Source: an optimization exercise on an open RTL-to-GDS flow (aim: a short achievable clock period and few clock cycles). Production flows keep margins and buffers that such runs may drop. Function was checked by simulation only, so behaviour that the tests miss may differ from the original. No activity file was given, so power comes from the tool's default toggle rates.

==> job 5381 <==
Design ccsds_tc_codec, start of the top module:
module ccsds_tc_codec (
    input  wire        clk,
    input  wire        rst,
    input  wire        reg_wr,
    input  wire [3:0]  reg_addr,
    input  wire [31:0] reg_wdata,
    output reg  [31:0] reg_rdata,
    output wire        busy,
    output wire        mem_en,
    output wire        mem_we,
    output wire [15:0] mem_addr,
    output wire [7:0]  mem_wdata,
    input  wire [7:0]  mem_rdata
);
clock: 9.0 ns
lec_check: 0
abc_clock_period_in_ps: 4500
cap_margin: 30
core_margin: 2
core_utilization: 55
setup_slack_margin: 4.0
slew_margin: 40
run.sh (not shown) runs the stock make flow with config.mk's settings and CLKGATE_MAP_FILE= SYNTH_SCRIPT=/design/flow/synth_recipe.tcl, a recipe that flattens the netlist after the stock synthesis.
==> job 7496 (differences from job 5381) <==
--- a/flow/design.v
+++ b/flow/design.v
@@ -29,21 +29,22 @@
     reg [15:0] pk1, pk2, pk3, pk4, pk5, pk6, pk7;
     reg [16:0] pk8;
     reg        busy_q;
     reg        c_cs, c_get, c_set, c_clr, c_bld;   
     reg        c_load, c_val, c_dec;               
     reg        c_ill;                              
     reg [3:0]  fld;
     reg [15:0] val;
-    reg [3:0]  ph;         
+    reg [8:0]  ph;         
     reg        en_q, we_q;
     reg [15:0] addr_q;
     reg [7:0]  wa_q, wx_q;
     reg        rd_pend;    
+    reg        we_pend;    
     reg [7:0]  hd0, hd1, hd2, hd3, hd4, hd6;
     reg [15:0] lfield;     
     reg [16:0] rem;        
     reg [16:0] tlen;
     reg [16:0] rsum;       
     reg        rng_bad;
     reg        b_bwd, b_hdr, b_ovf, b_plnull, b_pl0, b_plhi0;
     reg [32:0] b_tlen;
@@ -61,45 +62,43 @@
         case (w_f)
             4'd4, 4'd5: a0 = pk2;
             4'd6:       a0 = pk5;
             4'd7, 4'd8: a0 = pk6;
             4'd9:       a0 = pk7;
             default:    a0 = pkt[15:0];
         endcase
     end
-    assign mem_en    = busy_q ? en_q : cmd_wr;
-    assign mem_we    = busy_q & we_q;
-    assign mem_addr  = busy_q ? addr_q : a0;
+    assign mem_en    = en_q | cmd_wr;
+    assign mem_we    = we_q;
+    assign mem_addr  = addr_q;
     assign mem_wdata = (mem_rdata & wa_q) ^ wx_q;
+    reg [31:0] rg0, rg1, rg2, rg3;
     always @(*) begin
-        case (reg_addr)
-            A_STATUS: reg_rdata = {27'd0, st_valid, st_err};
-            A_RESULT: reg_rdata = {15'd0, result};
-            A_PKT:    reg_rdata = pkt;
-            A_CAP:    reg_rdata = cap;
-            A_PLADDR: reg_rdata = pladdr;
-            A_PLLEN:  reg_rdata = pllen;
-            A_APID:   reg_rdata = arg_apid;
-            A_SEQ:    reg_rdata = arg_seq;
-            A_FUNC:   reg_rdata = arg_func;
-            A_DAPID:  reg_rdata = {21'd0, dec_apid};
-            A_DSEQ:   reg_rdata = {18'd0, dec_seq};
-            A_DLEN:   reg_rdata = {15'd0, dec_len};
-            A_DFUNC:  reg_rdata = {25'd0, dec_func};
-            default:  reg_rdata = 32'd0;
+        case (reg_addr[1:0])
+            2'd0: begin rg0 = 32'd0;                     rg1 = cap;      rg2 = arg_seq;            rg3 = {15'd0, dec_len}; end
+            2'd1: begin rg0 = {27'd0, st_valid, st_err}; rg1 = pladdr;   rg2 = arg_func;           rg3 = {25'd0, dec_func}; end
+            2'd2: begin rg0 = {15'd0, result};           rg1 = pllen;    rg2 = {21'd0, dec_apid};  rg3 = 32'd0; end
+            default: begin rg0 = pkt;                    rg1 = arg_apid; rg2 = {18'd0, dec_seq};   rg3 = 32'd0; end
+        endcase
+        case (reg_addr[3:2])
+            2'd0:    reg_rdata = rg0;
+            2'd1:    reg_rdata = rg1;
+            2'd2:    reg_rdata = rg2;
+            default: reg_rdata = rg3;
         endcase
     end
-    wire pkt0    = (pkt == 32'd0);
-    wire pkt_hi0 = (pkt[31:16] == 16'd0);
-    wire [8:1] rng;
+    reg       pkt0, pkt_hi0;
+    reg [8:1] rng;
+    wire       w_hi0 = (reg_wdata[31:16] == 16'd0);
+    wire [8:1] w_rngv;
     genvar gk;
     generate
         for (gk = 1; gk <= 8; gk = gk + 1) begin : g_rng
-            assign rng[gk] = pkt_hi0 && ({1'b0, pkt[15:0]} <= (17'd65536 - gk));
+            assign w_rngv[gk] = w_hi0 && ({1'b0, reg_wdata[15:0]} <= (17'd65536 - gk));
         end
     endgenerate
     reg fld_ok, w_rng;
     always @(*) begin
         case (fld)
             4'd0, 4'd1, 4'd2: fld_ok = rng[1];
             4'd3:             fld_ok = rng[2];
             4'd4:             fld_ok = rng[3];
@@ -192,36 +191,41 @@
     task automatic finish(input [3:0] e, input v, input [16:0] r);
         begin
             st_err   <= e;
             st_valid <= v;
             result   <= r;
             busy_q   <= 1'b0;
             en_q     <= 1'b0;
             we_q     <= 1'b0;
+            addr_q   <= pkt[15:0];
         end
     endtask
     task automatic dec_clear;
         begin
             dec_apid <= 11'd0;
             dec_seq  <= 14'd0;
             dec_len  <= 17'd0;
             dec_func <= 7'd0;
         end
     endtask
     always @(posedge clk) begin
         rd_pend <= busy_q ? (en_q & ~we_q) : cmd_wr;
         if (rst) begin
             busy_q   <= 1'b0;
             en_q     <= 1'b0;
             we_q     <= 1'b0;
+            addr_q   <= 16'd0;
             st_err   <= 4'd0;
             st_valid <= 1'b0;
             result   <= 17'd0;
             pkt      <= 32'd0;
+            pkt0     <= 1'b1;
+            pkt_hi0  <= 1'b1;
+            rng      <= 8'hFF;
             pk1      <= 16'd1;
             pk2      <= 16'd2;
             pk3      <= 16'd3;
             pk4      <= 16'd4;
             pk5      <= 16'd5;
             pk6      <= 16'd6;
             pk7      <= 16'd7;
             pk8      <= 17'd8;
@@ -235,16 +239,20 @@
             dec_seq  <= 14'd0;
             dec_len  <= 17'd0;
             dec_func <= 7'd0;
         end else if (!busy_q) begin
             if (reg_wr) begin
                 case (reg_addr)
                     A_PKT: begin
                         pkt <= reg_wdata;
+                        addr_q  <= reg_wdata[15:0];
+                        pkt0    <= (reg_wdata == 32'd0);
+                        pkt_hi0 <= w_hi0;
+                        rng     <= w_rngv;
                         pk1 <= reg_wdata[15:0] + 16'd1;
                         pk2 <= reg_wdata[15:0] + 16'd2;
                         pk3 <= reg_wdata[15:0] + 16'd3;
                         pk4 <= reg_wdata[15:0] + 16'd4;
                         pk5 <= reg_wdata[15:0] + 16'd5;
                         pk6 <= reg_wdata[15:0] + 16'd6;
                         pk7 <= reg_wdata[15:0] + 16'd7;
                         pk8 <= {1'b0, reg_wdata[15:0]} + 17'd8;
@@ -255,38 +263,39 @@
                     A_APID:   arg_apid <= reg_wdata;
                     A_SEQ:    arg_seq  <= reg_wdata;
                     A_FUNC:   arg_func <= reg_wdata;
                     default: ;
                 endcase
             end
             if (cmd_wr) begin
                 busy_q <= 1'b1;
-                ph     <= 4'd1;
+                ph     <= ((w_get && w_f >= 4'd4) ||
+                           (w_set && (w_f == 4'd4 || w_f == 4'd5 || w_f == 4'd7 || w_f == 4'd8)))
+                          ? 9'd1 : 9'd2;
                 c_cs   <= w_cs;
                 c_get  <= w_get;
                 c_set  <= w_set;
                 c_clr  <= w_clr;
                 c_bld  <= w_bld;
                 c_load <= (w_op == 8'h31);
                 c_val  <= (w_op == 8'h32);
                 c_dec  <= (w_op == 8'h41);
                 c_ill  <= w_ill;
                 fld    <= w_f;
                 val    <= w_val;
+                we_pend <= w_set_ok;
                 wa_q   <= 8'hFF;
                 wx_q   <= w_cs ? 8'hFF : 8'h00;    
-                en_q   <= w_cs || w_get && (w_f == 4'd3 || w_f == 4'd5 || w_f == 4'd6) ||
-                          w_set_ok || w_clr_ok || w_bld;
-                we_q   <= w_set_ok || w_clr_ok;
-                case (w_f)
-                    4'd3:    addr_q <= pk1;
-                    4'd5:    addr_q <= pk3;
-                    default: addr_q <= pk4;
-                endcase
+                en_q   <= w_cs || w_bld || w_get && (w_f >= 4'd3) || w_set_ok || w_clr_ok;
+                we_q   <= (w_set_ok && !(w_f == 4'd4 || w_f == 4'd5 || w_f == 4'd7 || w_f == 4'd8)) ||
+                          w_clr_ok;
+                addr_q <= a0;
+                if (w_f == 4'd3)
+                    addr_q <= pk1;
                 if (w_cs)
                     addr_q <= pk4;
                 if (w_set) begin
                     addr_q <= a0;
                     wa_q   <= s_a;
                     wx_q   <= s_x;
                 end
                 if (w_clr) begin
@@ -306,60 +315,59 @@
                 srcp     <= pladdr[15:0] + 16'd1;
                 dstp     <= pk8[15:0] + 16'd1;
                 bacc     <= 8'hFF;
                 bcnt     <= b_n;
                 hidx     <= 3'd1;
                 b_hdr    <= 1'b0;
             end
         end else begin
-            if (ph != 4'd8)
-                ph <= ph + 4'd1;
+            ph <= {ph[8] | ph[7], ph[6:0], 1'b0};
             if (!(c_cs || c_get || c_set || c_clr || c_bld))
                 finish(E_ILLEGAL, 1'b0, 17'd0);
             if (c_cs) begin
                 if (rd_pend)
                     wx_q <= csum;
-                case (ph)
-                    4'd1: hd0 <= mem_rdata;
-                    4'd2: hd4 <= mem_rdata;
-                    4'd4: hd1 <= mem_rdata;
-                    4'd5: hd2 <= mem_rdata;
-                    4'd6: hd3 <= mem_rdata;
-                    4'd7: hd6 <= mem_rdata;
+                case (1'b1)
+                    ph[1]: hd0 <= mem_rdata;
+                    ph[2]: hd4 <= mem_rdata;
+                    ph[4]: hd1 <= mem_rdata;
+                    ph[5]: hd2 <= mem_rdata;
+                    ph[6]: hd3 <= mem_rdata;
+                    ph[7]: hd6 <= mem_rdata;
                     default: ;
                 endcase
-                case (ph)
-                    4'd1: begin
+                case (1'b1)
+                    ph[1]: begin
                         addr_q <= pk5;
                         if (c_ill)
                             finish(E_ILLEGAL, 1'b0, 17'd0);
                         else if (pkt0 || !rng[6]) begin
                             finish(pkt0 ? E_NULL : E_ACCESS, 1'b0, 17'd0);
                             if (c_dec) dec_clear;
                         end
                     end
-                    4'd2: addr_q <= pk1;
-                    4'd3: begin
+                    ph[2]: addr_q <= pk1;
+                    ph[3]: begin
                         lfield <= {hd4, mem_rdata};
                         addr_q <= pk2;
                     end
-                    4'd4: begin
+                    ph[4]: begin
                         tlen   <= {1'b0, lfield} + 17'd7;
                         rsum   <= {1'b0, pkt[15:0]} + {1'b0, lfield};
                         rem    <= (c_load && lfield != 16'd0) ? {1'b0, lfield} - 17'd1
                                                               : {1'b0, lfield};
                         addr_q <= pk3;
                     end
-                    4'd5: begin
+                    ph[5]: begin
                         rng_bad <= !pkt_hi0 ||
                                    (rsum > ((c_load && tlen == 17'd7) ? 17'd65528 : 17'd65529));
                         addr_q  <= pk6;
                     end
-                    4'd6: begin
+                    ph[6]: begin
                         if (rem == 17'd0) begin
                             en_q   <= c_load;
                             we_q   <= c_load;
                             addr_q <= pk7;
                         end else
                             addr_q <= c_load ? pk8[15:0] : pk7;
                         if (rng_bad) begin
                             finish(E_ACCESS, 1'b0, 17'd0);
@@ -382,26 +390,29 @@
                                 finish(4'd0, 1'b1, 17'd1);
                             else
                                 finish(E_CSUM, 1'b0, 17'd0);
                             if (c_dec) begin
                                 if (csum == 8'd0) begin
                                     dec_apid <= {hd0[2:0], hd1};
                                     dec_seq  <= {hd2[5:0], hd3};
                                     dec_len  <= tlen;
-                                    dec_func <= (ph == 4'd7) ? mem_rdata[6:0] : hd6[6:0];
+                                    dec_func <= (ph[7]) ? mem_rdata[6:0] : hd6[6:0];
                                 end else
                                     dec_clear;
                             end
                         end
                     end
                 endcase
             end
             if (c_get) begin
-                if (ph == 4'd1) begin
+                if (ph[0]) begin
+                    en_q   <= (fld == 4'd5) || (fld == 4'd6);
+                    addr_q <= (fld == 4'd5) ? pk3 : pk4;
+                end else if (ph[1]) begin
                     gl_lo <= mem_rdata + 8'd7;
                     gl_c  <= (mem_rdata > 8'd248);
                     if (fld == 4'd3 || fld == 4'd5)
                         gl_lo <= mem_rdata;
                     en_q <= 1'b0;
                     if (c_ill)
                         finish(E_ILLEGAL, 1'b0, 17'd0);
                     else if (pkt0)
@@ -414,17 +425,20 @@
                     case (fld)
                         4'd3:    finish(4'd0, 1'b0, {6'd0, gl_lo[2:0], mem_rdata});
                         4'd5:    finish(4'd0, 1'b0, {3'd0, gl_lo[5:0], mem_rdata});
                         default: finish(4'd0, 1'b0, {{1'b0, mem_rdata} + {8'd0, gl_c}, gl_lo});
                     endcase
                 end
             end
             if (c_set) begin
-                if (ph == 4'd1) begin
+                if (ph[0]) begin
+                    en_q <= we_pend;
+                    we_q <= we_pend;
+                end else if (ph[1]) begin
                     wa_q <= 8'h00;
                     case (fld)
                         4'd3:    begin addr_q <= pk1; wx_q <= val[7:0]; end
                         4'd5:    begin addr_q <= pk3; wx_q <= val[7:0]; end
                         default: begin addr_q <= pk4; wx_q <= val[15:8] - {7'd0, val[7:0] < 8'd7}; end
                     endcase
                     if (c_ill)
                         finish(E_ILLEGAL, 1'b0, 17'd0);
@@ -434,29 +448,29 @@
                         finish(E_ACCESS, 1'b0, 17'd0);
                     else if (!f2)
                         finish(4'd0, 1'b0, 17'd0);
                 end else
                     finish(4'd0, 1'b0, 17'd0);
             end
             if (c_clr) begin
                 addr_q <= addr_q + 16'd1;
-                wx_q   <= (ph == 4'd2) ? 8'hC0 : 8'h00;
-                if (ph == 4'd1) begin
+                wx_q   <= (ph[2]) ? 8'hC0 : 8'h00;
+                if (ph[1]) begin
                     if (c_ill)
                         finish(E_ILLEGAL, 1'b0, 17'd0);
                     else if (pkt0)
                         finish(E_NULL, 1'b0, 17'd0);
                     else if (!rng[8])
                         finish(E_ACCESS, 1'b0, 17'd0);
-                end else if (ph == 4'd8)
+                end else if (ph[8])
                     finish(4'd0, 1'b0, 17'd0);
             end
             if (c_bld) begin
-                if (ph == 4'd1) begin
+                if (ph[1]) begin
                     if (c_ill)
                         finish(E_ILLEGAL, 1'b0, 17'd0);
                     else if (pkt0)
                         finish(E_NULL, 1'b0, 17'd0);
                     else if (b_fail)
                         finish(b_err, 1'b0, 17'd0);
                     else if (b_pl0) begin
                         we_q   <= 1'b1;
ABC_CLOCK_PERIOD_IN_PS = 1000   (was 4500)
CORE_UTILIZATION = 35   (was 55)
SETUP_SLACK_MARGIN = 5.0   (was 4.0)
TNS_END_PERCENT = 100   (was unset)
==> job 5742 (differences from job 5381) <==
--- a/flow/design.v
+++ b/flow/design.v
@@ -34,16 +34,17 @@
     reg        c_ill;                              
     reg [3:0]  fld;
     reg [15:0] val;
     reg [3:0]  ph;         
     reg        en_q, we_q;
     reg [15:0] addr_q;
     reg [7:0]  wa_q, wx_q;
     reg        rd_pend;    
+    reg        we_pend;    
     reg [7:0]  hd0, hd1, hd2, hd3, hd4, hd6;
     reg [15:0] lfield;     
     reg [16:0] rem;        
     reg [16:0] tlen;
     reg [16:0] rsum;       
     reg        rng_bad;
     reg        b_bwd, b_hdr, b_ovf, b_plnull, b_pl0, b_plhi0;
     reg [32:0] b_tlen;
@@ -61,19 +62,19 @@
         case (w_f)
             4'd4, 4'd5: a0 = pk2;
             4'd6:       a0 = pk5;
             4'd7, 4'd8: a0 = pk6;
             4'd9:       a0 = pk7;
             default:    a0 = pkt[15:0];
         endcase
     end
-    assign mem_en    = busy_q ? en_q : cmd_wr;
-    assign mem_we    = busy_q & we_q;
-    assign mem_addr  = busy_q ? addr_q : a0;
+    assign mem_en    = en_q | cmd_wr;
+    assign mem_we    = we_q;
+    assign mem_addr  = addr_q;
     assign mem_wdata = (mem_rdata & wa_q) ^ wx_q;
     always @(*) begin
         case (reg_addr)
             A_STATUS: reg_rdata = {27'd0, st_valid, st_err};
             A_RESULT: reg_rdata = {15'd0, result};
             A_PKT:    reg_rdata = pkt;
             A_CAP:    reg_rdata = cap;
             A_PLADDR: reg_rdata = pladdr;
@@ -83,23 +84,24 @@
             A_FUNC:   reg_rdata = arg_func;
             A_DAPID:  reg_rdata = {21'd0, dec_apid};
             A_DSEQ:   reg_rdata = {18'd0, dec_seq};
             A_DLEN:   reg_rdata = {15'd0, dec_len};
             A_DFUNC:  reg_rdata = {25'd0, dec_func};
             default:  reg_rdata = 32'd0;
         endcase
     end
-    wire pkt0    = (pkt == 32'd0);
-    wire pkt_hi0 = (pkt[31:16] == 16'd0);
-    wire [8:1] rng;
+    reg       pkt0, pkt_hi0;
+    reg [8:1] rng;
+    wire       w_hi0 = (reg_wdata[31:16] == 16'd0);
+    wire [8:1] w_rngv;
     genvar gk;
     generate
         for (gk = 1; gk <= 8; gk = gk + 1) begin : g_rng
-            assign rng[gk] = pkt_hi0 && ({1'b0, pkt[15:0]} <= (17'd65536 - gk));
+            assign w_rngv[gk] = w_hi0 && ({1'b0, reg_wdata[15:0]} <= (17'd65536 - gk));
         end
     endgenerate
     reg fld_ok, w_rng;
     always @(*) begin
         case (fld)
             4'd0, 4'd1, 4'd2: fld_ok = rng[1];
             4'd3:             fld_ok = rng[2];
             4'd4:             fld_ok = rng[3];
@@ -192,36 +194,41 @@
     task automatic finish(input [3:0] e, input v, input [16:0] r);
         begin
             st_err   <= e;
             st_valid <= v;
             result   <= r;
             busy_q   <= 1'b0;
             en_q     <= 1'b0;
             we_q     <= 1'b0;
+            addr_q   <= pkt[15:0];
         end
     endtask
     task automatic dec_clear;
         begin
             dec_apid <= 11'd0;
             dec_seq  <= 14'd0;
             dec_len  <= 17'd0;
             dec_func <= 7'd0;
         end
     endtask
     always @(posedge clk) begin
         rd_pend <= busy_q ? (en_q & ~we_q) : cmd_wr;
         if (rst) begin
             busy_q   <= 1'b0;
             en_q     <= 1'b0;
             we_q     <= 1'b0;
+            addr_q   <= 16'd0;
             st_err   <= 4'd0;
             st_valid <= 1'b0;
             result   <= 17'd0;
             pkt      <= 32'd0;
+            pkt0     <= 1'b1;
+            pkt_hi0  <= 1'b1;
+            rng      <= 8'hFF;
             pk1      <= 16'd1;
             pk2      <= 16'd2;
             pk3      <= 16'd3;
             pk4      <= 16'd4;
             pk5      <= 16'd5;
             pk6      <= 16'd6;
             pk7      <= 16'd7;
             pk8      <= 17'd8;
@@ -235,16 +242,20 @@
             dec_seq  <= 14'd0;
             dec_len  <= 17'd0;
             dec_func <= 7'd0;
         end else if (!busy_q) begin
             if (reg_wr) begin
                 case (reg_addr)
                     A_PKT: begin
                         pkt <= reg_wdata;
+                        addr_q  <= reg_wdata[15:0];
+                        pkt0    <= (reg_wdata == 32'd0);
+                        pkt_hi0 <= w_hi0;
+                        rng     <= w_rngv;
                         pk1 <= reg_wdata[15:0] + 16'd1;
                         pk2 <= reg_wdata[15:0] + 16'd2;
                         pk3 <= reg_wdata[15:0] + 16'd3;
                         pk4 <= reg_wdata[15:0] + 16'd4;
                         pk5 <= reg_wdata[15:0] + 16'd5;
                         pk6 <= reg_wdata[15:0] + 16'd6;
                         pk7 <= reg_wdata[15:0] + 16'd7;
                         pk8 <= {1'b0, reg_wdata[15:0]} + 17'd8;
@@ -255,38 +266,39 @@
                     A_APID:   arg_apid <= reg_wdata;
                     A_SEQ:    arg_seq  <= reg_wdata;
                     A_FUNC:   arg_func <= reg_wdata;
                     default: ;
                 endcase
             end
             if (cmd_wr) begin
                 busy_q <= 1'b1;
-                ph     <= 4'd1;
+                ph     <= ((w_get && w_f >= 4'd4) ||
+                           (w_set && (w_f == 4'd4 || w_f == 4'd5 || w_f == 4'd7 || w_f == 4'd8)))
+                          ? 4'd0 : 4'd1;
                 c_cs   <= w_cs;
                 c_get  <= w_get;
                 c_set  <= w_set;
                 c_clr  <= w_clr;
                 c_bld  <= w_bld;
                 c_load <= (w_op == 8'h31);
                 c_val  <= (w_op == 8'h32);
                 c_dec  <= (w_op == 8'h41);
                 c_ill  <= w_ill;
                 fld    <= w_f;
                 val    <= w_val;
+                we_pend <= w_set_ok;
                 wa_q   <= 8'hFF;
                 wx_q   <= w_cs ? 8'hFF : 8'h00;    
-                en_q   <= w_cs || w_get && (w_f == 4'd3 || w_f == 4'd5 || w_f == 4'd6) ||
-                          w_set_ok || w_clr_ok || w_bld;
-                we_q   <= w_set_ok || w_clr_ok;
-                case (w_f)
-                    4'd3:    addr_q <= pk1;
-                    4'd5:    addr_q <= pk3;
-                    default: addr_q <= pk4;
-                endcase
+                en_q   <= w_cs || w_bld || w_get && (w_f >= 4'd3) || w_set_ok || w_clr_ok;
+                we_q   <= (w_set_ok && !(w_f == 4'd4 || w_f == 4'd5 || w_f == 4'd7 || w_f == 4'd8)) ||
+                          w_clr_ok;
+                addr_q <= a0;
+                if (w_f == 4'd3)
+                    addr_q <= pk1;
                 if (w_cs)
                     addr_q <= pk4;
                 if (w_set) begin
                     addr_q <= a0;
                     wa_q   <= s_a;
                     wx_q   <= s_x;
                 end
                 if (w_clr) begin
@@ -391,17 +403,20 @@
                                 end else
                                     dec_clear;
                             end
                         end
                     end
                 endcase
             end
             if (c_get) begin
-                if (ph == 4'd1) begin
+                if (ph == 4'd0) begin
+                    en_q   <= (fld == 4'd5) || (fld == 4'd6);
+                    addr_q <= (fld == 4'd5) ? pk3 : pk4;
+                end else if (ph == 4'd1) begin
                     gl_lo <= mem_rdata + 8'd7;
                     gl_c  <= (mem_rdata > 8'd248);
                     if (fld == 4'd3 || fld == 4'd5)
                         gl_lo <= mem_rdata;
                     en_q <= 1'b0;
                     if (c_ill)
                         finish(E_ILLEGAL, 1'b0, 17'd0);
                     else if (pkt0)
@@ -414,17 +429,20 @@
                     case (fld)
                         4'd3:    finish(4'd0, 1'b0, {6'd0, gl_lo[2:0], mem_rdata});
                         4'd5:    finish(4'd0, 1'b0, {3'd0, gl_lo[5:0], mem_rdata});
                         default: finish(4'd0, 1'b0, {{1'b0, mem_rdata} + {8'd0, gl_c}, gl_lo});
                     endcase
                 end
             end
             if (c_set) begin
-                if (ph == 4'd1) begin
+                if (ph == 4'd0) begin
+                    en_q <= we_pend;
+                    we_q <= we_pend;
+                end else if (ph == 4'd1) begin
                     wa_q <= 8'h00;
                     case (fld)
                         4'd3:    begin addr_q <= pk1; wx_q <= val[7:0]; end
                         4'd5:    begin addr_q <= pk3; wx_q <= val[7:0]; end
                         default: begin addr_q <= pk4; wx_q <= val[15:8] - {7'd0, val[7:0] < 8'd7}; end
                     endcase
                     if (c_ill)
                         finish(E_ILLEGAL, 1'b0, 17'd0);
ABC_CLOCK_PERIOD_IN_PS = 4000   (was 4500)
CORE_UTILIZATION = 35   (was 55)
SETUP_SLACK_MARGIN = 4.5   (was 4.0)
==> notes <==
The highest cell count belongs to job 7496, the lowest to job 5381.
Between job 5742 and job 5381, the lower register-to-register slack is in job 5381 (gap 750 ps).
Non-clock buffer count: job 7496 > job 5742 > job 5381.
Against job 7496, the maximum frequency of job 5381 is lower by about 3.3%.
Worst hold slack: job 5381 < job 7496 < job 5742.
Setup slack: job 5381 < job 5742 < job 7496.
In job 5742 the sequential cell count is higher than in job 5381, by 9.
Die area: job 5381 < job 5742 < job 7496.
Clock power, highest first: job 5381, job 7496, job 5742.
The lowest combinational power belongs to job 5381, the highest to job 7496.
Testbench counts of job 5381, summed over its fixed seeds: cycles 339,891.
Testbench counts of job 7496, summed over its fixed seeds: cycles 341,306.
Testbench counts of job 5742, summed over its fixed seeds: cycles 341,306.

## afterwards: timing with drivers on the ports
The flow's constraints put no driver on any port. The routed layouts listed below were extracted and timed again, unchanged, in two steps.
Step 1 (the two cells are an assumption about what drives the block):
set clk [get_ports {clk}]
set_driving_cell -lib_cell sky130_fd_sc_hd__clkbuf_16 $clk
set_driving_cell -lib_cell sky130_fd_sc_hd__buf_2 [delete_from_list [all_inputs] $clk]
Step 2 also shifts input and output timing later by t, the mid clock arrival at the registers, as if the neighbouring blocks saw the same clock.
a / b / c = no drivers / after step 1 / after step 2; a / b = the first two.
| run | shift t [ns] | setup WS [ns] | worst setup path at the end |
|---|---|---|---|
| job 5381 | 0.734 | 3.737 / 3.699 / 3.393 | input to register |
| job 7496 | 0.803 | 3.910 / 3.679 / 3.679 | input to output |
| job 5742 | 0.796 | 3.811 / 3.696 / 3.696 | input to output |
After both steps setup and hold are still met in every run listed. For job 5381, which loses most, drivers alone change the setup slack by -0.038 ns; drivers and shift together by -0.344 ns.
